Source: an optimization exercise on an open RTL-to-GDS flow (aim: small area, a short achievable clock period and few clock cycles per item). Production flows keep margins and buffers that such runs may drop. Only simulation tests tie the RTL to the original design; equivalence was not proved. Power is estimated from default activity; no workload was simulated.

==> flow/design.v (excerpt) <==
module ad5934_ctrl (
    input  wire         clk,
    input  wire         rst,           
    input  wire         cmd_valid,
    output wire         cmd_ready,
    input  wire [167:0] cmd,
    output reg          rsp_valid,
    output wire [209:0] rsp,
    output wire         bus_req,
    output wire         bus_we,
    output wire [7:0]   bus_addr,
    output wire [7:0]   bus_wdata,
    input  wire         bus_ack,
    input  wire [7:0]   bus_rdata,
    input  wire         bus_err,
    input  wire [31:0]  poll_budget
);
    localparam [2:0] CTL_IDLE     = 3'd0,
                     CTL_STANDBY  = 3'd1,
                     CTL_INITED   = 3'd2,
                     CTL_SWEEPING = 3'd3,
                     CTL_COMPLETE = 3'd4,
                     CTL_FAULTED  = 3'd5;
    reg        rdy;                  
    reg [2:0]  ctl;
    reg        configured;
    reg        rs_ill;               
    reg        rs_ber;               
    reg        rs_flt;               
    reg        rs_emp;               
    reg        rs_enc;               
    reg        rs_f0, rs_f1, rs_f2;  
    reg        rs_c1, rs_c2;         
    reg        rs_cfg;               
    reg        rs_rmw;               
    reg        rs_rep, rs_inc, rs_cmp;   
    reg        r_sv, r_pv;           
    reg        breq, bwe;
    reg [4:0]  baddr;                
    reg [7:0]  bwdata;
    reg [7:0]  op;
    reg        is_enc, is_cfg, is_poll, is_stby, is_pd, is_init, is_strt;
    reg [33:0] S;                    
    reg [23:0] Q;                    
    reg [31:0] Creg;                 
    reg        fA;                   
    reg        chk1, chk2, chk3, ovb, ovfA, ovfB;
    reg        dv_run, dv_sec, pend, cfg_ok, cmp_pend, add_re, add_im;
    reg [4:0]  dv_cnt;
  ...
==> flow/config.mk <==
export PLATFORM = sky130hd
export DESIGN_NAME = ad5934_ctrl
export DESIGN_NICKNAME = ad5934_ctrl
export VERILOG_FILES = /design/flow/design.v
export SDC_FILE = /design/flow/constraint.sdc
export NUM_CORES = 4
export LEC_CHECK = 0
export CAP_MARGIN = 20
export CORE_MARGIN = 2
export CORE_UTILIZATION = 50
export PLACE_DENSITY = 0.65
export SETUP_SLACK_MARGIN = 4.5
export SLEW_MARGIN = 20
==> flow/constraint.sdc <==
create_clock -name core_clock -period 8.0 [get_ports {clk}]
set_input_delay 1.6000 -clock core_clock [delete_from_list [all_inputs] [get_ports {clk}]]
set_output_delay 1.6000 -clock core_clock [all_outputs]
set_load 0.01 [all_outputs]
standard.sh (not shown) runs the stock make flow with config.mk's settings and CLKGATE_MAP_FILE= SYNTH_SCRIPT=/design/flow/synth_recipe.tcl, a recipe that flattens the netlist after the stock synthesis.
==> flow/flow/run.sh <==
#!/bin/bash
# Standard layout, with the port buffers made of the smallest buffer cell.
set -euo pipefail
bash standard.sh 'BUFFER_PORTS_ARGS=-buffer_cell sky130_fd_sc_hd__buf_1' finish > orfs_make.log 2>&1
Testbench counts at the start, summed over its fixed seeds: cycles 52,357, commands 4,800.
Then changed:
--- a/flow/design.v
+++ b/flow/design.v
@@ -86,17 +86,17 @@
             8'h12: begin c_legal = (ctl == CTL_STANDBY) && configured; c_bus = 1'b1; end
             8'h13: begin c_legal = (ctl == CTL_INITED); c_bus = 1'b1; end
             8'h20: begin c_legal = (ctl == CTL_SWEEPING); c_bus = 1'b1; end
             default: c_legal = 1'b0;
         endcase
     end
     wire        accept = rdy && cmd_valid;
     wire [31:0] c_clk  = cmd[1] ? cmd[103:72] : cmd[71:40];    
-    wire [31:0] c_creg = cmd[5] ? poll_budget : c_clk;             
+    wire [31:0] c_creg = (cop == 8'h20) ? poll_budget : c_clk;
     wire ack  = breq && bus_ack;
     wire okk  = ack && !bus_err;
     wire berr = ack && bus_err;
     wire a_st   = (baddr == 5'h0F);      
     wire a_smp  = baddr[4];              
     wire a_rmw  = (baddr[4:1] == 4'd0);  
     wire p_more  = (cnt != 16'd1);
     wire p_last  = (idx == p_ninc);
@@ -148,41 +148,40 @@
                    | ({34{add_im}} & {2'b00, sum_im})
                    | ({34{rs_inc}} & pf);
     wire [33:0] ay = ({34{y_Cn}} & {2'b11, ~Creg})
                    | ({34{y_Cp}} & {2'b00, Creg})
                    | ({34{y_sx}} & {{18{Creg[31]}}, Creg[31:16]})
                    | ({34{rs_inc}} & {9'd0, p_inc});
     wire [34:0] as_c = {ax, a_cin} + {ay, a_cin};
     wire [33:0] as   = as_c[34:1];             
-    ad5934_freq_encoder u_enc (.rem(S), .nbit(Q[23]), .sum(as),
+    ad5934_freq_encoder u_enc (.rem(S), .nbit((chk1 || it0b) ? Creg[25] : Q[23]), .sum(as),
                                .xop(xop), .add_clk(add_clk), .qbit(q));
     wire e_ill = accept && !c_legal;
     wire e_emp = okk && tof && !bus_rdata[1];
     wire e_flt = okk && a_smp && (baddr[1:0] == 2'd3) && p_flt_d;
     wire e_cfg = okk && is_cfg && c_last;
     wire e_wr  = okk && bwe && !is_cfg;           
     wire e_enc = dv_step && is_enc && (dv_cnt == 5'd23);
     wire e_fa  = chk2 && is_enc && ovfA;
     wire c_bad = chk3 && (ovfA || ovfB || (sum_im[11:10] == 2'b10) || (cnt == 16'd0));
-    wire dv_run_n = dv_run && !berr && !(e_fa || c_bad) && !rsp_valid;
-    wire tof_n    = tof && !ack && !rsp_valid;
-    wire dv_run_d = !rst && (accept ? (c_legal && c_div) : dv_run_n);
-    wire tof_d    = !rst && (accept ? cmd[5] : tof_n);
+    wire e_wr_inc = e_wr && is_poll && p_inc_d;
+    wire dv_run_d = !rst && !berr && !(e_fa || c_bad) && !rsp_valid
+                    && (accept ? (c_legal && c_div) : dv_run);
+    wire tof_d    = !rst && (accept ? (c_legal && (cop == 8'h20)) : (tof && !ack));
     wire ovb_d    = !rst && chk1 && is_cfg;
     wire add_re_d = !rst && okk && a_smp && (baddr[1:0] == 2'd1);
     wire add_im_d = !rst && okk && a_smp && (baddr[1:0] == 2'd3);
     wire to_r_d   = tof ? !as[33] : to_r;     
     wire finc_d   = !rst && e_emp && !to_r_d;
-    wire x_S_n    = dv_run_n && !ovb_d;
-    wire x_S_d    = !rst && (accept ? !cmd[5] : x_S_n);
+    wire x_S_d    = dv_run_d && !ovb_d;
     wire s_step   = chk1 || it0b || dv_step;
-    wire t_d      = s_step ? as[33] : (dv_rein ? 1'b0 : add_clk);    
-    wire y_Cp_d   = !rst && !accept && x_S_n && t_d;
-    wire y_Cn_d   = !rst && (accept || (x_S_n && !t_d) || ovb_d || tof_n);
+    wire t_d      = s_step ? as[33] : ((rdy || dv_rein) ? 1'b0 : add_clk);    
+    wire y_Cp_d   = x_S_d && t_d;
+    wire y_Cn_d   = (x_S_d && !t_d) || ovb_d || tof_d;
     always @(posedge clk) begin
         rsp_valid <= e_ill || berr || e_emp || e_flt || e_cfg || e_wr || e_enc || e_fa
                      || c_bad || cmp_pend;
         rs_ill <= e_ill;
         rs_ber <= berr;
         rs_flt <= e_flt;
         rs_emp <= e_emp;
         rs_enc <= e_enc;
@@ -225,20 +224,20 @@
             is_enc  <= (cop == 8'h01);
             is_cfg  <= (cop == 8'h02);
             is_poll <= (cop == 8'h20);
             is_stby <= (cop == 8'h10);
             is_pd   <= (cop == 8'h11);
             is_init <= (cop == 8'h12);
             is_strt <= (cop == 8'h13);
             S      <= {3'b000, cmd[32:8], c_clk[31:26]};
-            Q      <= c_clk[25:2];
+            Q      <= c_clk[24:1];
             Creg   <= c_creg;
             bwe    <= 1'b0;
-            baddr  <= cmd[5] ? 5'h0F : {4'd0, (cmd[2:0] == 3'd5) || ((cmd[2:0] == 3'd2) && !cmd[4])};
+            baddr  <= (cop == 8'h20) ? 5'h0F : {4'd0, (cop == 8'h05) || (cop == 8'h02)};
             dv_cnt <= 5'd0;
             dv_sec <= 1'b0;
             pend   <= 1'b0;
             cfg_ok <= 1'b0;
             if (ctl_is) begin
                 sum_re[24:0] <= cmd[32:8];
                 pf[25:0]     <= {|cmd[71:65], cmd[64:40]};
                 idx          <= cmd[112:104];
@@ -284,30 +283,29 @@
         if (add_re) begin
             sum_re     <= as[31:0];
             Creg[15:0] <= Creg[31:16];
         end
         if (add_im)
             sum_im <= as[31:0];
         if (chk1 || it0b) begin
             S <= as;
-            Q <= {Q[22:0], Creg[1]};
         end
         if (chk3 && !c_bad)
             cfg_ok <= 1'b1;
         if (dv_step) begin
             S      <= as;
             Q      <= {Q[22:0], q};
             dv_cnt <= dv_cnt + 5'd1;
             if (dv_cnt[2:0] == 3'd7 && is_cfg)
                 pend <= 1'b1;
         end
         if (dv_rein) begin
             S      <= {3'b000, pf[24:0], Creg[31:26]};
-            Q      <= Creg[25:2];
+            Q      <= Creg[24:1];
             dv_cnt <= 5'd0;
             dv_sec <= 1'b1;
         end
         if (take) begin
             breq   <= 1'b1;
             bwe    <= 1'b1;
             baddr  <= nb;
             bwdata <= fixed ? fixbyte : Q[7:0];
Design area rose by a few percent.
Sequential share of layout area goes down by 0.84 points.
Power went down by a few percent.
Combinational power falls by well over a third.
Utilization decreases by 0.11 points.
Clock-buffer cell count falls by 9.
Non-clock buffer count decreases by 6.
Final cell count grows by a few percent.
Clock skew increases by 0.0031 ns.
Testbench counts after the change, summed over its fixed seeds: cycles 52,357, commands 4,800.

[static timing again, ports no longer ideal]
No port has a modelled driver above. Below, the same layouts with a new extraction and two added sets of constraints.
Step 1, drivers: a clkbuf_16 drives clk and a buf_2 each remaining input, both assumed.
Step 2, shift: input delay + t, output delay - t, t = (earliest + latest rising clock arrival at the registers) / 2. This alone moves slack from input paths to output paths.
a / b / c = ideal / step 1 / step 2; a / b = the first two.
run	t, ns	setup slack, ns	slew at the worst register clock pin (ns)	worst slew at a driven data input, ns	pins driven straight from the clock port
the first run	0.641	4.488 / 4.484 / 4.136	0.07 / 0.07	0.08	1
the second run	0.649	4.458 / 4.458 / 3.977	0.07 / 0.07	0.08	1
After both steps every run listed still meets setup and hold. The setup slack of the second run, which loses most, moves by 0.000 ns with the drivers and by -0.481 ns with both steps.
